From an optimization exercise on the open Yosys and OpenROAD flow, aimed at small area, a short achievable clock period and few clock cycles; shortcuts taken in it are not production practice. At most, simulation tests tie the RTL to the original design; equivalence was not proved. No functional check of the RTL was part of run 3. Power is estimated from default activity; no workload was simulated.

==> design.v <==
module mbcodec (
    input  wire        clk,
    input  wire        rst,           
    input  wire        cmd_valid,
    output wire        cmd_ready,
    input  wire [31:0] cmd,
    output reg         rsp_valid,
    output wire [3:0]  rsp_status,
    output wire [31:0] rsp_value,
    output reg         tx_valid,
    output reg  [7:0]  tx_data
);
    localparam [7:0] OPC_CRC_INIT    = 8'h01,
                     OPC_CRC_BYTE    = 8'h02,
                     OPC_CRC_READ    = 8'h03,
                     OPC_CRC_CHECK   = 8'h04,
                     OPC_ENC_RD      = 8'h10,
                     OPC_XCH_RD      = 8'h11,
                     OPC_DEC_BYTE    = 8'h20,
                     OPC_DEC_ABORT   = 8'h21,
                     OPC_DEC_RDBUF   = 8'h22,
                     OPC_DEC_STATUS  = 8'h23,
                     OPC_CFG_SETADDR = 8'h30,
                     OPC_CFG_GETADDR = 8'h31;
    localparam [2:0] RS_OK = 3'd0, RS_ILLEGAL = 3'd1, RS_ARG = 3'd2,
                     RS_BUSY = 3'd3, RS_NOT_READY = 3'd4;
    localparam [3:0] E_NONE = 4'd0, E_CRC = 4'd1, E_SIZE = 4'd2,
                     E_ADDR = 4'd3, E_FUNC = 4'd4, E_LEN = 4'd5,
                     E_DEVICE = 4'd6;
    localparam RB = 3;                   
    localparam RL = 1 << RB;
    localparam NR = 248 / RL;            
    function [15:0] crc_update;
        input [15:0] c;
        input [7:0]  b;
        integer k;
        reg [15:0] r;
        begin
            r = c ^ {8'h00, b};
            for (k = 0; k < 8; k = k + 1)
                r = r[0] ? ((r >> 1) ^ 16'hA001) : (r >> 1);
            crc_update = r;
        end
    endfunction
    reg [15:0] crc_acc;
    reg [7:0]  devaddr;
    reg        s_idle, s_addr, s_func, s_b2, s_pay, s_crclo, s_crchi,
               s_xlo, s_xhi, s_done, s_err;
    reg [6:0]  expw;          
    reg        addr_ok;       
    reg        f83, f03;      
    reg [7:0]  hdr2;
    reg        len_ok;        
    reg        last;          
    reg [15:0] dcrc;
    reg [7:0]  pcnt;
    reg        rclo_ok;       
    reg [3:0]  errcls;
    reg [7:0]  excode;
    reg        stray;
    wire busy = !(s_idle | s_done | s_err);
    reg          rdy;         
    reg [2:0]    sc;          
    reg          ev;          
    reg [RB-1:0] ph;          
    wire [RB-1:0] phw = ph - 1'b1;
    wire acc = cmd_valid & rdy;
    assign cmd_ready = rdy;
    wire [7:0]  in_opc = cmd[31:24];
    wire [7:0]  in_b   = cmd[7:0];
    wire [15:0] in_s   = cmd[23:8];
    wire in_enc    = (in_opc == OPC_ENC_RD);
    wire in_xch    = (in_opc == OPC_XCH_RD);
    wire in_rd     = (in_opc == OPC_DEC_RDBUF);
    wire in_req_ok = (in_s <= 16'h1000) && (in_b >= 8'd1) && (in_b <= 8'h7D);
    reg        r_init, r_cbyte, r_cread, r_ccheck, r_dbyte, r_abort,
               r_rd, r_status, r_seta, r_geta, r_enc, r_xch;
    reg        z_hi, z_mid, z_lo;    
    reg        req_ok, b_szbad, b_adbad, b_one;
    reg [23:0] qh;            
    always @(posedge clk) begin
        r_init   <= (in_opc == OPC_CRC_INIT);
        r_cbyte  <= (in_opc == OPC_CRC_BYTE);
        r_cread  <= (in_opc == OPC_CRC_READ);
        r_ccheck <= (in_opc == OPC_CRC_CHECK);
        r_dbyte  <= (in_opc == OPC_DEC_BYTE);
        r_abort  <= (in_opc == OPC_DEC_ABORT);
        r_rd     <= in_rd;
        r_status <= (in_opc == OPC_DEC_STATUS);
        r_seta   <= (in_opc == OPC_CFG_SETADDR);
        r_geta   <= (in_opc == OPC_CFG_GETADDR);
        r_enc    <= in_enc;
        r_xch    <= in_xch;
        z_hi     <= (cmd[23:16] == 8'd0);
        z_mid    <= (cmd[15:8]  == 8'd0);
        z_lo     <= (cmd[7:0]   == 8'd0);
        req_ok   <= in_req_ok;
        b_szbad  <= (in_b == 8'd0) || (in_b > 8'hFA);
        b_adbad  <= (in_b == 8'd0) || (in_b > 8'hF7);
        b_one    <= (in_b == 8'd1);
        if (rdy)
            qh <= cmd[23:0];
    end
    wire [7:0] arg_b = qh[7:0];
    wire e_rn = z_hi && z_mid && z_lo;      
    wire e_rb = z_hi && z_mid;              
    wire e_rh = z_hi;                       
    wire o_init   = ev && r_init   && e_rn;
    wire o_cbyte  = ev && r_cbyte  && e_rb;
    wire o_cread  = ev && r_cread  && e_rn;
    wire o_ccheck = ev && r_ccheck && e_rh;
    wire o_dbyte  = ev && r_dbyte  && e_rb;
    wire o_abort  = ev && r_abort  && e_rn;
    wire o_rd     = ev && r_rd;
    wire o_rdbuf  = ev && r_rd     && e_rb;
    wire o_status = ev && r_status && e_rn;
    wire o_seta   = ev && r_seta   && e_rb;
    wire o_geta   = ev && r_geta   && e_rn;
    wire o_enc    = ev && r_enc;
    wire o_xch    = ev && r_xch;
    wire o_tx     = o_enc || o_xch;
    wire o_ill    = ev && !(o_init || o_cbyte || o_cread || o_ccheck || o_dbyte ||
                            o_abort || o_rdbuf || o_status || o_seta || o_geta || o_tx);
    wire xbusy   = o_xch && busy;                        
    wire sent    = (o_enc || (o_xch && !busy)) && req_ok;  
    wire txfault = o_tx && !sent;
    wire arm     = o_xch && !busy && req_ok;
    wire dbyte   = o_dbyte;
    wire seta_ok = o_seta && !busy && !b_adbad;
    wire rd_arg  = arg_b >= pcnt;
    wire rd_ok   = o_rdbuf && s_done && !rd_arg;         
    wire rd_late = rd_ok && (sc != 3'd0);                
    reg  rd_wait;                                         
    wire rd_go   = rd_wait && (sc == 3'd0);
    wire [8*(NR+1)-1:0] taps;
    wire [7:0] rd_byte = taps[qh[7:RB]*8 +: 8];
    wire [15:0] dcrc_upd = crc_update(dcrc, arg_b);
    wire [15:0] acc_upd  = crc_update(crc_acc, arg_b);
    wire crc_ok = rclo_ok && (arg_b == dcrc[15:8]);
    wire b2_ok  = addr_ok && !f83 && f03 && !b_szbad;
    wire b2_x   = addr_ok && f83;
    wire chi_ok = crc_ok && len_ok;
    wire n_idle  = o_abort || (s_idle && !arm);
    wire n_addr  = arm || (!o_abort && s_addr && !dbyte);
    wire n_func  = !o_abort && ((s_addr && dbyte) || (s_func && !dbyte));
    wire n_b2    = !o_abort && ((s_func && dbyte) || (s_b2 && !dbyte));
    wire n_pay   = !o_abort && ((s_b2 && dbyte && b2_ok) || (s_pay && !(dbyte && last)));
    wire n_crclo = !o_abort && ((s_pay && dbyte && last) || (s_crclo && !dbyte));
    wire n_crchi = !o_abort && ((s_crclo && dbyte) || (s_crchi && !dbyte));
    wire n_xlo   = !o_abort && ((s_b2 && dbyte && b2_x) || (s_xlo && !dbyte));
    wire n_xhi   = !o_abort && ((s_xlo && dbyte) || (s_xhi && !dbyte));
    wire n_done  = !o_abort && !arm && ((s_crchi && dbyte && chi_ok) || s_done);
    wire n_err   = !o_abort && !arm &&
                   ((s_b2 && dbyte && !b2_ok && !b2_x) ||
                    (s_crchi && dbyte && !chi_ok) || (s_xhi && dbyte) || s_err);
    wire n_busy = !(n_idle | n_done | n_err);
    wire [3:0] n_dstate = {n_xhi | n_done | n_err,
                           n_pay | n_crclo | n_crchi | n_xlo,
                           n_func | n_b2 | n_crchi | n_xlo | n_err,
                           n_addr | n_b2 | n_crclo | n_xlo | n_done};
    reg [3:0] x_errcls;
    reg [7:0] x_excode;
    always @* begin
        x_errcls = errcls;
        x_excode = excode;
        if (o_abort || arm) begin
            x_errcls = E_NONE;
            x_excode = 8'd0;
        end
        if (dbyte && s_b2) begin
            if (!addr_ok)             x_errcls = E_ADDR;
            else if (!f83 && !f03)    x_errcls = E_FUNC;
            else if (!f83 && b_szbad) x_errcls = E_SIZE;
        end
        if (dbyte && s_crchi) begin
            if (!crc_ok)              x_errcls = E_CRC;
            else if (!len_ok)         x_errcls = E_LEN;
        end
        if (dbyte && s_xhi) begin
            if (!crc_ok)              x_errcls = E_CRC;
            else begin
                x_errcls = E_DEVICE;
                x_excode = hdr2;
            end
        end
    end
    wire       pay_w   = dbyte && s_pay;
    wire [7:0] x_pcnt  = (o_abort || arm) ? 8'd0 : (pay_w ? pcnt + 8'd1 : pcnt);
    wire       x_stray = (o_abort || arm) ? 1'b0 :
                         ((dbyte && (s_idle || s_done || s_err)) ? 1'b1 : stray);
    wire [25:0] nxt_status = {n_busy, x_stray, x_pcnt, x_excode, x_errcls, n_dstate};
    wire [25:0] x_value =
        ({26{o_init}}   & 26'h000FFFF) |
        ({26{o_cbyte}}  & {10'd0, acc_upd}) |
        ({26{o_cread}}  & {10'd0, crc_acc}) |
        ({26{o_ccheck}} & {25'd0, crc_acc == qh[15:0]}) |
        ({26{dbyte || o_status}} & nxt_status) |
        ({26{seta_ok}}  & {18'd0, arg_b}) |
        ({26{o_geta}}   & {18'd0, devaddr});
    wire st_ill  = o_ill;
    wire st_busy = xbusy || (o_seta && busy);
    wire st_nrdy = o_rdbuf && !s_done;
    wire st_arg  = (txfault && !xbusy) || (o_seta && !busy && b_adbad) ||
                   (o_rdbuf && s_done && rd_arg);
    wire [2:0] x_status = {st_nrdy, st_busy | st_arg, st_busy | st_ill};
    reg [2:0]  tx_i;          
    reg [15:0] tcrc;          
    wire [15:0] tcrc_upd = crc_update(tcrc, tx_data);
    wire        tx_last_rsp = tx_valid && (tx_i == 3'd6);
    reg [7:0] tx_next;
    always @* begin
        case (tx_i)
            3'd0:    tx_next = 8'h03;
            3'd1:    tx_next = qh[23:16];
            3'd2:    tx_next = qh[15:8];
            3'd3:    tx_next = 8'h00;
            3'd4:    tx_next = qh[7:0];
            3'd5:    tx_next = tcrc_upd[7:0];
            default: tx_next = tcrc[15:8];
        endcase
    end
    always @(posedge clk) begin
        if (rst) begin
            tx_valid <= 1'b0;
            tx_i     <= 3'd0;
        end else if (sent) begin
            tx_valid <= 1'b1;
            tx_i     <= 3'd0;
        end else if (tx_valid) begin
            tx_i <= tx_i + 3'd1;
            if (tx_i == 3'd7) tx_valid <= 1'b0;
        end
    end
    always @(posedge clk) begin
        if (sent)
            tcrc <= 16'hFFFF;
        else if (tx_valid && tx_i < 3'd6)
            tcrc <= tcrc_upd;
        if (sent)
            tx_data <= devaddr;
        else if (tx_valid)
            tx_data <= tx_next;
    end
    reg [2:0]  rsp_st;
    reg [25:0] rsp_val;
    assign rsp_status = {1'b0, rsp_st};
    assign rsp_value  = {6'd0, rsp_val};
    wire [RB-1:0] in_wait = in_b[RB-1:0] - phw;
    wire e_may_end = ev && (r_abort || (r_dbyte && (s_b2 || s_crchi || s_xhi)));
    wire in_txhold = (in_enc || in_xch) && !(in_xch && busy && !e_may_end);
    wire in_rdhold = in_rd && (s_done || s_crchi) && (in_b < pcnt) &&
                     (in_b[RB-1:0] != phw);
    reg [2:0] sc_next;
    always @* begin
        if (acc)
            sc_next = in_txhold ? 3'd7 : (in_rdhold ? in_wait : 3'd0);
        else if (txfault || (o_rd && !rd_ok))
            sc_next = 3'd0;
        else if (sc != 3'd0)
            sc_next = sc - 3'd1;
        else
            sc_next = 3'd0;
    end
    wire rdy_next = acc ? !(in_txhold || in_rdhold)
                        : (txfault || (o_rd && !rd_ok) || sc <= 3'd1);
    always @(posedge clk) begin
        rsp_st  <= tx_last_rsp ? RS_OK : x_status;
        rsp_val <= tx_last_rsp ? {10'd0, tcrc} :
                   ((rd_ok || rd_wait) ? {18'd0, rd_byte} : x_value);
        if (rst) begin
            rdy       <= 1'b1;
            sc        <= 3'd0;
            ev        <= 1'b0;
            rd_wait   <= 1'b0;
            rsp_valid <= 1'b0;
        end else begin
            rdy       <= rdy_next;
            sc        <= sc_next;
            ev        <= acc;
            rd_wait   <= rd_late || (rd_wait && sc != 3'd0);
            rsp_valid <= (ev && !sent && !rd_late) || rd_go || tx_last_rsp;
        end
    end
    always @(posedge clk) begin
        if (rst) begin
            crc_acc <= 16'hFFFF;
            devaddr <= 8'h01;
            s_idle  <= 1'b1;
            s_addr  <= 1'b0;
            s_func  <= 1'b0;
            s_b2    <= 1'b0;
            s_pay   <= 1'b0;
            s_crclo <= 1'b0;
            s_crchi <= 1'b0;
            s_xlo   <= 1'b0;
            s_xhi   <= 1'b0;
            s_done  <= 1'b0;
            s_err   <= 1'b0;
            dcrc    <= 16'hFFFF;
            pcnt    <= 8'd0;
            errcls  <= E_NONE;
            excode  <= 8'd0;
            stray   <= 1'b0;
        end else begin
            if (o_init)  crc_acc <= 16'hFFFF;
            if (o_cbyte) crc_acc <= acc_upd;
            if (seta_ok) devaddr <= arg_b;
            s_idle  <= n_idle;
            s_addr  <= n_addr;
            s_func  <= n_func;
            s_b2    <= n_b2;
            s_pay   <= n_pay;
            s_crclo <= n_crclo;
            s_crchi <= n_crchi;
            s_xlo   <= n_xlo;
            s_xhi   <= n_xhi;
            s_done  <= n_done;
            s_err   <= n_err;
            if (o_abort || arm)
                dcrc <= 16'hFFFF;
            else if (dbyte && (s_addr || s_func || s_b2 || s_pay))
                dcrc <= dcrc_upd;
            pcnt    <= x_pcnt;
            errcls  <= x_errcls;
            excode  <= x_excode;
            stray   <= x_stray;
        end
        if (arm)
            expw <= arg_b[6:0];
        if (dbyte && s_addr)
            addr_ok <= (arg_b == devaddr);
        if (dbyte && s_func) begin
            f83 <= (arg_b == 8'h83);
            f03 <= (arg_b == 8'h03);
        end
        if (dbyte && s_b2) begin
            hdr2   <= arg_b;
            len_ok <= (arg_b == {expw, 1'b0});
            last   <= b_one;
        end
        if (pay_w)
            last <= (pcnt + 8'd2 == hdr2);
        if (dbyte && (s_crclo || s_xlo))
            rclo_ok <= (arg_b == dcrc[7:0]);
    end
    wire first_pay = pay_w && (pcnt == 8'd0);
    always @(posedge clk) begin
        if (rst || first_pay)
            ph <= {RB{1'b0}};
        else
            ph <= ph + 1'b1;
    end
    reg [RL-1:0] pv;
    reg [7:0]    pd [0:RL-1];
    wire [7:0]    pcm1 = pcnt - 8'd1;
    reg           wr_en;
    reg  [7:0]    wr_data;
    reg  [7-RB:0] wr_ring;
    always @(posedge clk) begin
        wr_en   <= pv[ph];
        wr_data <= pd[ph];
        wr_ring <= pcm1[7:RB] - {{(7-RB){1'b0}}, (ph > pcm1[RB-1:0])};
    end
    integer j;
    always @(posedge clk) begin
        for (j = 0; j < RL; j = j + 1) begin
            if (rst)
                pv[j] <= 1'b0;
            else if (pay_w && pcnt[RB-1:0] == j)
                pv[j] <= 1'b1;
            else if (ph == j)
                pv[j] <= 1'b0;
        end
        if (pay_w)
            pd[pcnt[RB-1:0]] <= arg_b;
    end
    genvar g;
    generate
        for (g = 0; g < NR; g = g + 1) begin : ring
            reg [7:0] s [0:RL-1];
            integer i;
            always @(posedge clk) begin
                s[0] <= (wr_en && wr_ring == g) ? wr_data : s[RL-1];
                for (i = 1; i < RL; i = i + 1)
                    s[i] <= s[i-1];
            end
            assign taps[g*8 +: 8] = s[0];
        end
        begin : ring2
            reg [7:0] s0, s1;
            always @(posedge clk) begin
                s0 <= (wr_en && wr_ring == NR) ? wr_data : s1;
                s1 <= s0;
            end
            assign taps[NR*8 +: 8] = s0;
        end
    endgenerate
endmodule
==> run.sh <==
#!/bin/bash
# synth_recipe.tcl (not shown) runs the flow's synth.tcl, then flattens the netlist and writes it again
# the make line also repeats each setting of config.mk as NAME=value (left out here)
make -C /OpenROAD-flow-scripts/flow DESIGN_CONFIG=/design/flow/config.mk WORK_HOME=/design/flow/orfs CLKGATE_MAP_FILE= SYNTH_SCRIPT=/design/flow/synth_recipe.tcl finish
==> config.mk <==
export PLATFORM = sky130hd
export DESIGN_NAME = mbcodec
export DESIGN_NICKNAME = mbcodec
export VERILOG_FILES = /design/flow/design.v
export SDC_FILE = /design/flow/constraint.sdc
export NUM_CORES = 4
export LEC_CHECK = 0
export CAP_MARGIN = 20
export CORE_MARGIN = 2
export CORE_UTILIZATION = 60
export CTS_CLUSTER_DIAMETER = 100
export CTS_CLUSTER_SIZE = 28
export PLACE_DENSITY = 0.7
export SETUP_SLACK_MARGIN = 5
export SLEW_MARGIN = 20
==> constraint.sdc <==
create_clock -name core_clock -period 8.0 [get_ports {clk}]
set_input_delay 1.6000 -clock core_clock [delete_from_list [all_inputs] [get_ports {clk}]]
set_output_delay 1.6000 -clock core_clock [all_outputs]
set_load 0.01 [all_outputs]
==> results of run 1 <==
==> power by group through the flow <==
stage               clock [W]  combinational [W]  sequential [W]
global route          0.00586           0.000552          0.0116
detailed placement          0           0.000465          0.0118
CTS                   0.00546           0.000502          0.0116
floorplan                   0           0.000315          0.0118
global placement            0           0.000461          0.0118
finish                0.00534           0.000515          0.0116
==> registers in the layout (all words and copies together), names as in the netlist, 16 cells and up <==
signal	count
crc_acc	16
dcrc	16
pd	64
qh	24
ring.s	1984
rsp_val	26
tcrc	16
==> synthesized netlist by cell type, types with 7 or more instances <==
cell | instances | area share [%]
a21oi_1 | 71 | 0.61
nand2_1 | 189 | 1.2
and2_1 | 10 | 0.11
nand4_1 | 19 | 0.20
inv_1 | 36 | 0.23
and3_1 | 21 | 0.22
buf_1 | 9 | 0.058
o211ai_1 | 22 | 0.28
dfxtp_1 | 2172 | 74
nor2b_1 | 12 | 0.13
buf_4 | 10 | 0.13
nor2_1 | 123 | 0.79
nand3_1 | 50 | 0.43
clkbuf_1 | 97 | 0.62
or4_1 | 11 | 0.14
a21o_1 | 7 | 0.090
nor4_1 | 11 | 0.12
a31oi_1 | 10 | 0.11
a22o_1 | 15 | 0.22
mux4_2 | 94 | 3.6
nor3_1 | 22 | 0.19
a211oi_1 | 8 | 0.10
nand2b_1 | 23 | 0.25
xor2_1 | 16 | 0.24
o21ai_0 | 29 | 0.25
a221oi_1 | 12 | 0.18
xnor2_1 | 96 | 1.4
or3_1 | 7 | 0.075
edfxtp_1 | 117 | 6.0
ha_1 | 55 | 1.2
mux2i_1 | 9 | 0.15
buf_2 | 12 | 0.10
mux2_2 | 258 | 5.0
==> how the worst max path moves through the flow <==
| stage | from | endpoint | depth (start not counted) |
|---|---|---|---|
| after detailed placement | qh[3] | rsp_val[5] | 8 |
| after CTS | qh[3] | rsp_val[5] | 8 |
| after floorplan | cmd[31] | sc[1] | 7 |
| after global routing | pcnt[2] | rsp_val[1] | 9 |
| final | qh[5] | rsp_val[0] | 9 |
| after global placement | cmd[31] | sc[1] | 8 |
==> repair_timing <==
item | CTS | global route
resized for setup | 122 | 26
cloned | 3 | 1
setup endpoints to repair | 74 | 27
endpoints found under the hold margin | 0 | 0
setup buffers | 15 | 3
pin swaps | 3 | 5
==> per-layer routing <==
layer	routed length, um	vias up
met5	0	-
met4	3130	0
met3	4480	169
met2	46100	539
met1	52100	12900
li1	-	12800
==> critical path: stages (launching register included) <==
cell	delay, ns
edfxtp_1	0.43
buf_12	0.22
buf_16	0.22
xnor2_2	0.23
xnor3_1	0.49
xor2_2	0.19
and3b_1	0.18
o31a_1	0.25
or4_1	0.46
a22o_1	0.19
==> cell type report <==
cell class / instances / area (sq um) / share of cell area (%)
timing repair buffer: 136 / 1390 / 2.18
clock inverter: 6 / 96.3 / 0.151
inverter: 38 / 143 / 0.224
tap: 1276 / 1600 / 2.50
sequential: 2289 / 47000 / 73.7
multi-input combinational: 1299 / 11200 / 17.5
clock buffer: 105 / 2370 / 3.72
==> cells by family (layout without fill, tap and decap cells) <==
kind of cell	count (synthesis)	count (layout)	share of synthesized area, %
AOI/OAI and AO/OA	231	231	2.63
xor gates and xnor gates	120	120	1.95
adders and majority gates	56	56	1.21
buffers and inverters	167	285	1.17
DFF	2289	2289	80.1
muxes	361	361	8.71
other	1	7	0.00639
and+or+nand+nor	524	524	4.25
==> metrics by stage <==
step	cells	hold slack [ns]	power (W)	util (%)	area, sq um
after floorplan	3755	0.310	0.0121	-	58700
after global placement	5015	0.309	0.0123	62.8	60900
after detailed placement	5016	0.312	0.0123	62.8	60900
after CTS	5145	0.314	0.0175	65.7	63700
after global routing	5149	0.323	0.0180	65.9	63800
final	5149	0.315	0.0174	65.9	63800
==> summary.txt, run 1 <==
Floorplanning
  • Io pins: a little over 80
  • Die Y: ~320 um
  • Die area: between 0.1 and 0.15 sq mm
  • Starting Density: 60.6%
  • Chip Width: 317 um
  • Rows: 114
  • Core footprint: between 0.09 and 0.1 sq mm

Routing
  • Vias/cell: 5.11
  • Routed Antenna Nets: 0
  • Via Count: 26.3k
  • Detailed Routing Iterations Pass 1: 6
  • Residual DRC: 0
  • Drt wl/cell: approximately 21 um
  • Drt total wl: 106,000 um
  • DR iter-0 viols: 2,058

Yosys
  • Post-synth EDFFs: 117
  • Synth cell types: 78
  • Ys Warns: 32
  • Primary FF master, synth: dfxtp_1
  • Register bit total from synthesis: about 2.3k
  • Cell count after synthesis: 3,749
  • Seq/Total Area, Yosys: 80.1%
  • Post-Synthesis Cell Area: approximately 0.06 sq mm
  • Synthesized area per cell: between 15 and 20 sq um
  • FFs w/ async S/R, synth: 0%

STA
  • Rel. slew slack: 25.2%
  • Final TNS setup: 0 ns
  • Pins Over Slew Limit: 0
  • RSZ-0062 raised after global routing: yes
  • Setup ws final: 5.02 ns
  • Fin crit period: 2.98 ns
  • Endpoints failing hold: 0
  • Fmax: approximately 340 MHz
  • Ratio of final minimum period to clock period: 37.2%
  • Max Clock Skew: 0.0375 ns
  • Worst Tran Pin Value: 1.12 ns
  • Final setup fails: 0

Setup path
  • R2R Setup Slk: 5.02 ns
  • Worst Path Class, Setup: register to register
  • Max Fanout on Critical Path: 26
  • Reg-to-reg startpoint: qh[5]
  • Reg2reg end: rsp_val[0]
  • CP Launch Type: register
  • CP endpoint kind: register
  • Reg2Reg Depth: 9
  • Critical Path RT: 8.60 ns
  • Critical path arrival: 3.58 ns

Power and ir drop
  • Clock power frac: 30.6%
  • Gate power share: 3.0%
  • Part of the power in registers: 66.4%
  • Cell Pwr Density: 273 mW/mm^2
  • Switching Share: 20.3%
  • Internal power: 0.0139 W
  • Leakage: 25.2 nW
  • NetSw: 0.00354 W
  • Worst VDD drop: 207 uV

GRT
  • Vias in the first global route: roughly 26k
  • Met1 Track Usage GR: 31.6%
  • Largest net degree at the start of global routing: a little over 50
  • Initial antenna violation count: 0
  • Met3 usage: 3.42%
  • GRT busiest layer: met2
  • GRT Resource Usage Total: 21.2%
  • Met2 Use GR: 31.7%
  • Global-route wire length before repair: 158,000 um
  • GRT overflow: 0

Clock tree
  • Sink Count: between 2k and 2.5k
  • Hold_buf cts: 0
  • CTS root buf: clkbuf_16
  • Clk buf depth: 3
  • CTS clock-pin slew for the worst setup and hold paths: 0.11 ns
  • Worst skew pair latency: 0.70 ns
  • Total CTS buffers: 91
  • H-tree levels: 3
  • CTS tree: done

Layout
  • Most common cell after layout, fill and taps aside: dfxtp_1
  • Most frequent cells in the layout: 2,158 x dfxtp_1, 258 x mux2_2, 188 x nand2_1
  • Layout cells sized above 1: 14.9%
  • Nets: 3,946
  • Ant. Diodes: 0
  • Layout area overhead: 8.72%
  • Filler cells: 6,698

Placed design
  • Routability cong.: 0.903
  • Worst slack at placement: 4.15 ns
  • HPWL after DPL: 65,200 um
  • Buffers on Ports: 74

Min path
  • Hold Crit Start: ring[2].s[2][6]
  • Hold Crit Depth: 0
  • Worst hold endpoint: ring[2].s[3][6]
  • Hold Crit Class: register to register

Run status
  • Status: complete, no violations

Run
  • Max Cap Viol: 0
Testbench counts, summed over its fixed seeds: cycles 164,567.
==> inputs of run 2 (changes only) <==
--- a/design.v
+++ b/design.v
@@ -78,4 +78,5 @@
     reg        z_hi, z_mid, z_lo;    
     reg        req_ok, b_szbad, b_adbad, b_one;
+    reg        b_lt;          
     reg [23:0] qh;            
     always @(posedge clk) begin
@@ -99,4 +100,5 @@
         b_adbad  <= (in_b == 8'd0) || (in_b > 8'hF7);
         b_one    <= (in_b == 8'd1);
+        b_lt     <= (in_b < pcnt);
         if (rdy)
             qh <= cmd[23:0];
@@ -128,5 +130,5 @@
     wire dbyte   = o_dbyte;
     wire seta_ok = o_seta && !busy && !b_adbad;
-    wire rd_arg  = arg_b >= pcnt;
+    wire rd_arg  = !b_lt;
     wire rd_ok   = o_rdbuf && s_done && !rd_arg;         
     wire rd_late = rd_ok && (sc != 3'd0);                
==> run 2 against run 1 <==
Against the previous run: maximum frequency grew 0.80%; worst hold slack improved by 0.0075 ns; synthesized area is 0.23% higher; largest power group unchanged; final cell count rose by 0.29%; non-clock buffer count fell by 6; still clean; highest routed layer unchanged.
==> summary.txt, run 2 <==
Yosys
  • Area leader, netlist: dfxtp_1
  • Ys Warns: 32
  • Synth cell types: 82
  • Cell count after synthesis: 3,772
  • Most frequent cell after synthesis: dfxtp_1
  • Post-synth top cells: 2,173 x dfxtp_1, 266 x mux2_2, 201 x nand2_1
  • Synth area leaders: dfxtp_1 74%, edfxtp_1 6.0%, mux2_2 5.1%
  • FFs w/ async S/R, synth: 0%
  • Register bit total from synthesis: 2,290
  • Seq/Total Area, Yosys: 79.9%
  • Primary FF master, synth: dfxtp_1
  • Post-Synthesis Cell Area: 0.0588 sq mm
  • Synthesized area per cell: 15.6 sq um
  • Post-synth EDFFs: ~120
  • Post-synth top area share: between 70 and 80%

GRT
  • Global-route wire length before repair: about 160,000 um
  • Vias in the first global route: 26.0k
  • GRT overflow: 0
  • Initial antenna violation count: 5
  • Largest net degree at the start of global routing: 54
  • GRT Resource Usage Total: 21.6%

Power and ir drop
  • Clock power frac: 30.6%
  • Switching Share: 20.2%
  • Cell Pwr Density: 274 mW/mm^2
  • Part of the power in registers: 66.5%
  • Gate power share: 2.9%
  • Worst VDD drop: 181 uV
  • Leakage: 25.1 nW
  • Internal power: 0.0139 W
  • NetSw: 0.00352 W

Routing
  • Residual DRC: 0
  • Vias/cell: roughly 5.2
  • Via Count: 26.7k
  • DR iter-0 viols: 2,101
  • Detailed Routing Iterations Pass 1: 5
  • Drt total wl: 108,000 um
  • Routed Antenna Nets: 0
  • Drt wl/cell: 20.8 um

STA
  • Rel. slew slack: 20.6%
  • Ratio of final minimum period to clock period: a little under two fifths
  • Final TNS setup: 0 ns
  • Fmax: ~340 MHz
  • Max Clock Skew: ~0.035 ns
  • Final setup fails: 0
  • Pins Over Slew Limit: 0
  • Worst Tran Pin Value: 1.19 ns
  • RSZ-0062 raised after global routing: no
  • Endpoints failing hold: 0
  • Fin crit period: 2.96 ns

Layout
  • Max FFs per register: between 1.5k and 2k
  • Cell area after layout: approximately 0.064 sq mm
  • Filler cells: 6,874
  • Non-Filler Instances: 5,164
  • Top reg by flops: ring.s
  • Most common cell after layout, fill and taps aside: dfxtp_1
  • Layout cells sized above 1: 14.5%
  • Sequential cell area: 0.0470 sq mm
  • Most frequent cells in the layout: 2,160 x dfxtp_1, 266 x mux2_2, 201 x nand2_1
  • Nets: 3,952
  • Multi-input logic area: 0.0112 sq mm
  • Layout area overhead: 8.15%

Clock tree
  • CTS root buf: clkbuf_16
  • CTS clock-pin slew for the worst setup and hold paths: 0.11 ns
  • CTS tree: done
  • Worst skew pair latency: approximately 0.70 ns
  • Total CTS buffers: 91
  • Hold_buf cts: 0
  • Sink Count: 2,290
  • H-tree levels: 3
  • Clk buf depth: 3

Floorplanning
  • Chip Width: 317 um
  • Io pins: 82
  • Starting Density: 60.6%
  • Rows: 114
  • Die Y: 317 um
  • Core footprint: roughly 0.097 sq mm
  • Die area: 0.101 sq mm

Setup path
  • CP endpoint kind: output pin
  • CP Depth: 1
  • Critical Path RT: 6.40 ns
  • Crit-path cells: dlygate4sd2_1
  • Slowest stage cell on the critical path: dfxtp_2
  • CP Launch Type: register
  • Worst Path Class, Setup: register to output pin
  • Worst Path Buf+Inv: 1
  • Delay-heaviest family, CP: flip-flops
  • Critical path arrival: between 1 and 1.5 ns
  • Max stage delay on crit path: 0.38 ns
  • Reg2Reg Depth: 5
  • Max Fanout on Critical Path: 1

Min path
  • Hold Crit Class: register to register
  • Hold Crit Depth: 0

Run status
  • Status: complete, no violations

Placed design
  • Post-DP Area: roughly 0.061 sq mm
  • Buffers on Ports: 74
  • Routability cong.: roughly 0.9
  • Dpl cells: 5,037
  • HPWL after DPL: 66,900 um

Run
  • Max Cap Viol: 0
-- run 2: cell types whose count changed after synthesis, moves of 7 or more --
cell | previous run | this run
mux2i_1 | 9 | 28
nor2_1 | 123 | 107
o21ai_0 | 29 | 44
a22o_1 | 15 | 3
nand2_1 | 189 | 201
mux4_2 | 94 | 83
a21oi_1 | 71 | 62
ha_1 | 55 | 47
mux2_2 | 258 | 266
and3_1 | 21 | 14
clkbuf_1 | 97 | 90
nor2b_1 | 12 | 19
-- run 2: what timing repair did --
action | in CTS | in global routing
gates cloned | 2 | 0
pin swaps | 0 | 1
setup endpoints to repair | 55 | 11
buffers inserted | 11 | 2
gates resized for setup | 104 | 15
-- run 2: layout make-up --
class / instances / area share, %
diodes: 1 / 0.00393
clock buffers: 108 / 3.76
clock inverters: 3 / 0.0747
inverters: 37 / 0.218
multi-input cells: 1319 / 17.6
flip-flops and latches: 2290 / 73.9
well taps: 1276 / 2.51
repair buffers: 130 / 1.91
-- run 2: power groups by stage --
stage          combinational [W]  sequential, W  clock [W]
3_3_place_gp            0.000483         0.0118          0
5_1_grt                 0.000541         0.0116    0.00585
6_report                0.000506         0.0116    0.00533
3_5_place_dp            0.000485         0.0118          0
2_1_floorplan           0.000318         0.0118          0
4_1_cts                 0.000505         0.0116    0.00545
-- run 2: final timing paths --
| kind | from | end | slack, ns |
|---|---|---|---|
| hold reg to reg | ring[20].s[1][6] | ring[20].s[2][6] | 0.32 |
| setup / recovery | rsp_val[3] | rsp_value[3] | 5.04 |
| setup reg to reg | ev | rsp_val[5] | 5.05 |
| hold / removal | ring[20].s[1][6] | ring[20].s[2][6] | 0.32 |
-- run 2: cell families after synthesis --
| kind of cell | Yosys count | synth area share, % |
|---|---|---|
| simple gates | 529 | 4.32 |
| other cells | 1 | 0.00638 |
| fa+ha+maj | 48 | 1.03 |
| compound gates | 237 | 2.70 |
| flops | 2290 | 79.9 |
| buf+inv | 169 | 1.25 |
| xor+xnor | 121 | 2.01 |
| mux | 377 | 8.75 |
-- run 2: through the flow --
step                      hold WS [ns]  utilization, %  total power [W]  worst slack [ns]
final                            0.322            65.6           0.0174              5.04
after detailed placement         0.312            62.8           0.0123              4.26
after floorplan                  0.310               -           0.0121              5.06
after CTS                        0.320            65.5           0.0175              4.80
after global placement           0.310            62.8           0.0123              4.28
after global routing             0.321            65.6           0.0180              5.00
-- run 2: routing by layer --
metal  vias up  track usage, %  part of all wire (%)
met2       675            32.6                    44
met1     13000            32.3                    49
met5         -               0                     0
met3       172            2.90                   4.4
met4         0            7.35                   3.0
li1      12800               -                     -
Testbench counts of run 2, summed over its fixed seeds: cycles 164,567.
==> inputs of run 3 (changes only) <==
--- a/design.v
+++ b/design.v
@@ -80,4 +80,5 @@
     reg        b_lt;          
     reg [23:0] qh;            
+    reg [7:0]  qb;            
     always @(posedge clk) begin
         r_init   <= (in_opc == OPC_CRC_INIT);
@@ -101,8 +102,9 @@
         b_one    <= (in_b == 8'd1);
         b_lt     <= (in_b < pcnt);
+        qb       <= in_b;
         if (rdy)
             qh <= cmd[23:0];
     end
-    wire [7:0] arg_b = qh[7:0];
+    wire [7:0] arg_b = qb;
     wire e_rn = z_hi && z_mid && z_lo;      
     wire e_rb = z_hi && z_mid;              
@@ -132,7 +134,9 @@
     wire rd_arg  = !b_lt;
     wire rd_ok   = o_rdbuf && s_done && !rd_arg;         
-    wire rd_late = rd_ok && (sc != 3'd0);                
+    wire [RB-1:0] rd_ph = qh[RB-1:0] + 2'd2;             
+    wire rd_algn = (ph == rd_ph);                         
+    wire rd_late = rd_ok && !rd_algn;                     
     reg  rd_wait;                                         
-    wire rd_go   = rd_wait && (sc == 3'd0);
+    wire rd_go   = rd_wait && rd_algn;
     wire [8*(NR+1)-1:0] taps;
     wire [7:0] rd_byte = taps[qh[7:RB]*8 +: 8];
@@ -248,5 +252,4 @@
     assign rsp_status = {1'b0, rsp_st};
     assign rsp_value  = {6'd0, rsp_val};
-    wire [RB-1:0] in_wait = in_b[RB-1:0] - phw;
     wire e_may_end = ev && (r_abort || (r_dbyte && (s_b2 || s_crchi || s_xhi)));
     wire in_txhold = (in_enc || in_xch) && !(in_xch && busy && !e_may_end);
@@ -256,6 +259,6 @@
     always @* begin
         if (acc)
-            sc_next = in_txhold ? 3'd7 : (in_rdhold ? in_wait : 3'd0);
-        else if (txfault || (o_rd && !rd_ok))
+            sc_next = in_txhold ? 3'd7 : 3'd0;
+        else if (txfault)
             sc_next = 3'd0;
         else if (sc != 3'd0)
@@ -264,6 +267,8 @@
             sc_next = 3'd0;
     end
+    wire rd_wait_next = rd_late || (rd_wait && !rd_algn);
     wire rdy_next = acc ? !(in_txhold || in_rdhold)
-                        : (txfault || (o_rd && !rd_ok) || sc <= 3'd1);
+                        : ((txfault || sc <= 3'd1) &&
+                           !(rd_wait_next && (ph + 1'b1 != rd_ph)));
     always @(posedge clk) begin
         rsp_st  <= tx_last_rsp ? RS_OK : x_status;
@@ -280,5 +285,5 @@
             sc        <= sc_next;
             ev        <= acc;
-            rd_wait   <= rd_late || (rd_wait && sc != 3'd0);
+            rd_wait   <= rd_wait_next;
             rsp_valid <= (ev && !sent && !rd_late) || rd_go || tx_last_rsp;
         end
@@ -299,5 +304,4 @@
             s_done  <= 1'b0;
             s_err   <= 1'b0;
-            dcrc    <= 16'hFFFF;
             pcnt    <= 8'd0;
             errcls  <= E_NONE;
@@ -319,8 +323,4 @@
             s_done  <= n_done;
             s_err   <= n_err;
-            if (o_abort || arm)
-                dcrc <= 16'hFFFF;
-            else if (dbyte && (s_addr || s_func || s_b2 || s_pay))
-                dcrc <= dcrc_upd;
             pcnt    <= x_pcnt;
             errcls  <= x_errcls;
@@ -329,4 +329,8 @@
         end
         if (arm)
+            dcrc <= 16'hFFFF;
+        else if (dbyte && (s_addr || s_func || s_b2 || s_pay))
+            dcrc <= dcrc_upd;
+        if (arm)
             expw <= arg_b[6:0];
         if (dbyte && s_addr)
==> run 3 against run 2 <==
Against the previous run: clock skew decreased by 0.010 ns; still clean on timing, DRC and antenna; cell area is 0.14% higher; global-route usage grew 0.46 points; synthesized cell count down 0.87%; register-to-register slack barely moved; sequential power hardly changed; critical endpoint is now rsp_value[4]; critical path depth unchanged.
==> summary.txt, run 3 <==
Run status
  • Status: complete, no violations

Routing
  • Residual DRC: 0
  • Detailed Routing Iterations Pass 1: 6
  • Drt wl/cell: 21.4 um
  • Drt total wl: around 110,000 um
  • Routed Antenna Nets: 0
  • Vias/cell: 5.14
  • DR iter-0 viols: 2,059
  • Via Count: between 20k and 30k

STA
  • Max Clock Skew: 0.0243 ns
  • Fmax: 336 MHz
  • Fin crit period: 2.97 ns
  • Setup ws final: 5.03 ns
  • Pins Over Slew Limit: 0
  • Ratio of final minimum period to clock period: 37.2%
  • RSZ-0062 raised after global routing: yes
  • Rel. slew slack: 25.0%
  • Final TNS setup: 0 ns
  • Final setup fails: 0
  • Endpoints failing hold: 0
  • WHS: 0.317 ns
  • Worst Tran Pin Value: between 1 and 1.5 ns

Run
  • Max Cap Viol: 0

Setup path
  • Reg-to-reg startpoint: qh[3]
  • Critical path arrival: 1.37 ns
  • R2R Setup Slk: 5.06 ns
  • Delay-heaviest family, CP: flip-flops
  • Worst Path Buf+Inv: 1
  • Worst Path Class, Setup: register to output pin
  • Reg2Reg Depth: 8
  • CP Launch Type: register
  • Max Fanout on Critical Path: 1
  • Crit-path cells: clkdlybuf4s15_1
  • Max stage delay on crit path: 0.42 ns
  • Slowest stage cell on the critical path: dfxtp_2
  • Critical Path RT: 6.40 ns
  • CP endpoint kind: output pin
  • Reg2reg end: rsp_val[1]

Power and ir drop
  • Total Power: 0.0175 W
  • Leakage: ~25 nW
  • Cell Pwr Density: roughly 270 mW/mm^2
  • Worst VDD drop: 181 uV

Yosys
  • Most frequent cell after synthesis: dfxtp_1
  • Primary FF master, synth: dfxtp_1
  • Seq/Total Area, Yosys: approximately four fifths
  • Post-synth EDFFs: between 100 and 150
  • XOR/XNOR Fraction of Synth Area: 2.20%
  • Cell count after synthesis: 3,739
  • Mux contribution to synthesized area: 8.83%
  • Register bit total from synthesis: roughly 2.3k
  • Synthesized area per cell: 15.8 sq um
  • Ys Warns: 32
  • Synth Area in Compound Gates: 2.56%
  • Synth cell types: 82
  • Adder-cell share of the synthesized area: 0.892%
  • Post-synth top cells: 2,181 x dfxtp_1, 257 x mux2_2, 196 x nand2_1
  • Main combinational cell family by area after synthesis: multiplexers
  • Area leader, netlist: dfxtp_1
  • Post-Synthesis Cell Area: 0.0589 sq mm
  • Synth Area in Simple Gates: 4.21%
  • Synth area leaders: dfxtp_1 74%, edfxtp_1 6.0%, mux2_2 4.9%
  • FFs w/ async S/R, synth: 0%
  • Post-synth top area share: 74.1%

GRT
  • GRT overflow: 0
  • Vias in the first global route: 25.8k
  • Initial antenna violation count: 6
  • Global-route wire length before repair: 163,000 um
  • Largest net degree at the start of global routing: between 50 and 60
  • GRT Resource Usage Total: 22.0%

Placed design
  • Worst slack at placement: 4.20 ns
  • Buffers on Ports: 74
  • HPWL after DPL: slightly above 70,000 um
  • Routability cong.: just over 0.9

Clock tree
  • Hold_buf cts: 0
  • CTS tree: done
  • H-tree levels: 3
  • Total CTS buffers: 92
  • CTS root buf: clkbuf_16
  • Worst skew pair latency: roughly 0.70 ns
  • Sink Count: 2,298
  • Clk buf depth: 3
  • CTS clock-pin slew for the worst setup and hold paths: 0.10 ns

Layout
  • Layout area overhead: 8.16%
  • Final Util: 65.7%
  • Most common cell after layout, fill and taps aside: dfxtp_1
  • Max FFs per register: 1,984
  • Filler cells: 6,836
  • Layout cells sized above 1: 15.3%
  • Nets: 3,922
  • Top reg by flops: ring.s
  • Most frequent cells in the layout: 2,158 x dfxtp_1, 257 x mux2_2, 195 x nand2_1

Floorplanning
  • Chip Width: 317 um
  • Die area: 0.101 sq mm
  • Io pins: between 80 and 90
  • Core footprint: 0.0970 sq mm
  • Die Y: 317 um
  • Starting Density: 60.7%
  • Rows: 114

Min path
  • Worst hold endpoint: ring[20].s[7][1]
  • Hold Crit Depth: 0
  • Hold Crit Start: ring[20].s[6][1]
  • Hold Crit Class: register to register
[run 3: cell types whose count changed after synthesis, sizes merged, moves of 7 or more]
cell,before,now
mux4,83,98
nand3,53,63
xnor2,92,105
clkbuf,90,82
nor2b,19,11
mux2i,28,10
a21o,5,13
o21ai,44,35
mux2,266,257
dfxtp,2173,2181
a21oi,62,69
[run 3: cells by family (layout without fill, tap and decap cells)]
group	count (synthesis)	after routing
AOI/OAI and AO/OA	223	223
DFF	2298	2298
and+or+nand+nor	515	515
buffers and inverters	161	284
muxes	365	365
other	1	9
adders and majority gates	42	42
xor gates and xnor gates	134	134
[run 3: timing repair]
| action | in CTS | in global routing |
|---|---|---|
| setup buffers | 6 | 10 |
| resized for setup | 115 | 20 |
| endpoints found under the setup margin | 76 | 25 |
| pin swaps | 0 | 2 |
| gates cloned | 1 | 0 |
[run 3: through the flow]
stage	instances	instance area (sq um)
2_1_floorplan	3745	58900
3_3_place_gp	5010	61000
3_5_place_dp	5010	61000
4_1_cts	5134	63600
5_1_grt	5144	63700
6_report	5146	63700
[run 3: how the worst max path moves through the flow]
stage | startpoint | endpoint | slack (ns) | cells after the start
2_1_floorplan | cmd[5] | rdy | 5.03 | 6
3_3_place_gp | qh[3] | rsp_val[1] | 4.23 | 8
3_5_place_dp | qh[3] | rsp_val[1] | 4.20 | 8
4_1_cts | qh[3] | rsp_val[1] | 4.99 | 8
5_1_grt | cmd[5] | rdy | 4.89 | 7
6_report | rsp_val[4] | rsp_value[4] | 5.03 | 1
[run 3: report_power, final]
part / leakage [nW] / switching (W) / internal, W
Sequential: 18.7 / 0.0000650 / 0.0116
Clock: 1.22 / 0.00327 / 0.00216
Combinational: 4.97 / 0.000257 / 0.000165
[run 3: final cells by class]
class	count	area [sq um]	area share (%)
diodes	2	5.00	0.00786
clock buffers	107	2380	3.74
clock inverters	10	138	0.216
inverters	38	143	0.224
multi-input cells	1286	11100	17.4
flip-flops and latches	2298	47200	74.1
well taps	1276	1600	2.51
repair buffers	129	1140	1.79
[run 3: metal layers]
metal  GRT usage, %  part of all wire [%]
met5              0                     0
met4           5.90                   2.4
met3           3.69                   5.2
met2           33.1                    43
met1           33.4                    49

-- port drivers added, routing unchanged --
No port has a modelled driver above. Below, the same layouts with a new extraction and two added sets of constraints. Step 1, drivers: a clkbuf_16 drives clk and a buf_2 each remaining input, both assumed. Step 2 also shifts input and output timing later by t, the mid clock arrival at the registers, as if the neighbouring blocks saw the same clock. Slacks: ideal / step 1 / step 2; pairs: ideal / step 1.
| run | t (ns) | slack for setup (ns) | hold slack, ns | worst setup path at the end | pins driven straight from the clock port |
|---|---|---|---|---|---|
| run 1 | 0.755 | 5.020 / 4.991 / 4.328 | 0.315 / 0.315 / 0.315 | input to register | 1 |
| run 2 | 0.747 | 5.044 / 4.978 / 4.376 | 0.322 / 0.322 / 0.322 | input to register | 1 |
| run 3 | 0.758 | 5.028 / 4.955 / 4.360 | 0.317 / 0.317 / 0.317 | input to register | 1 |
After both steps every run listed still meets setup and hold. For run 1, which loses most, drivers alone change the setup slack by -0.029 ns; drivers and shift together by -0.692 ns.
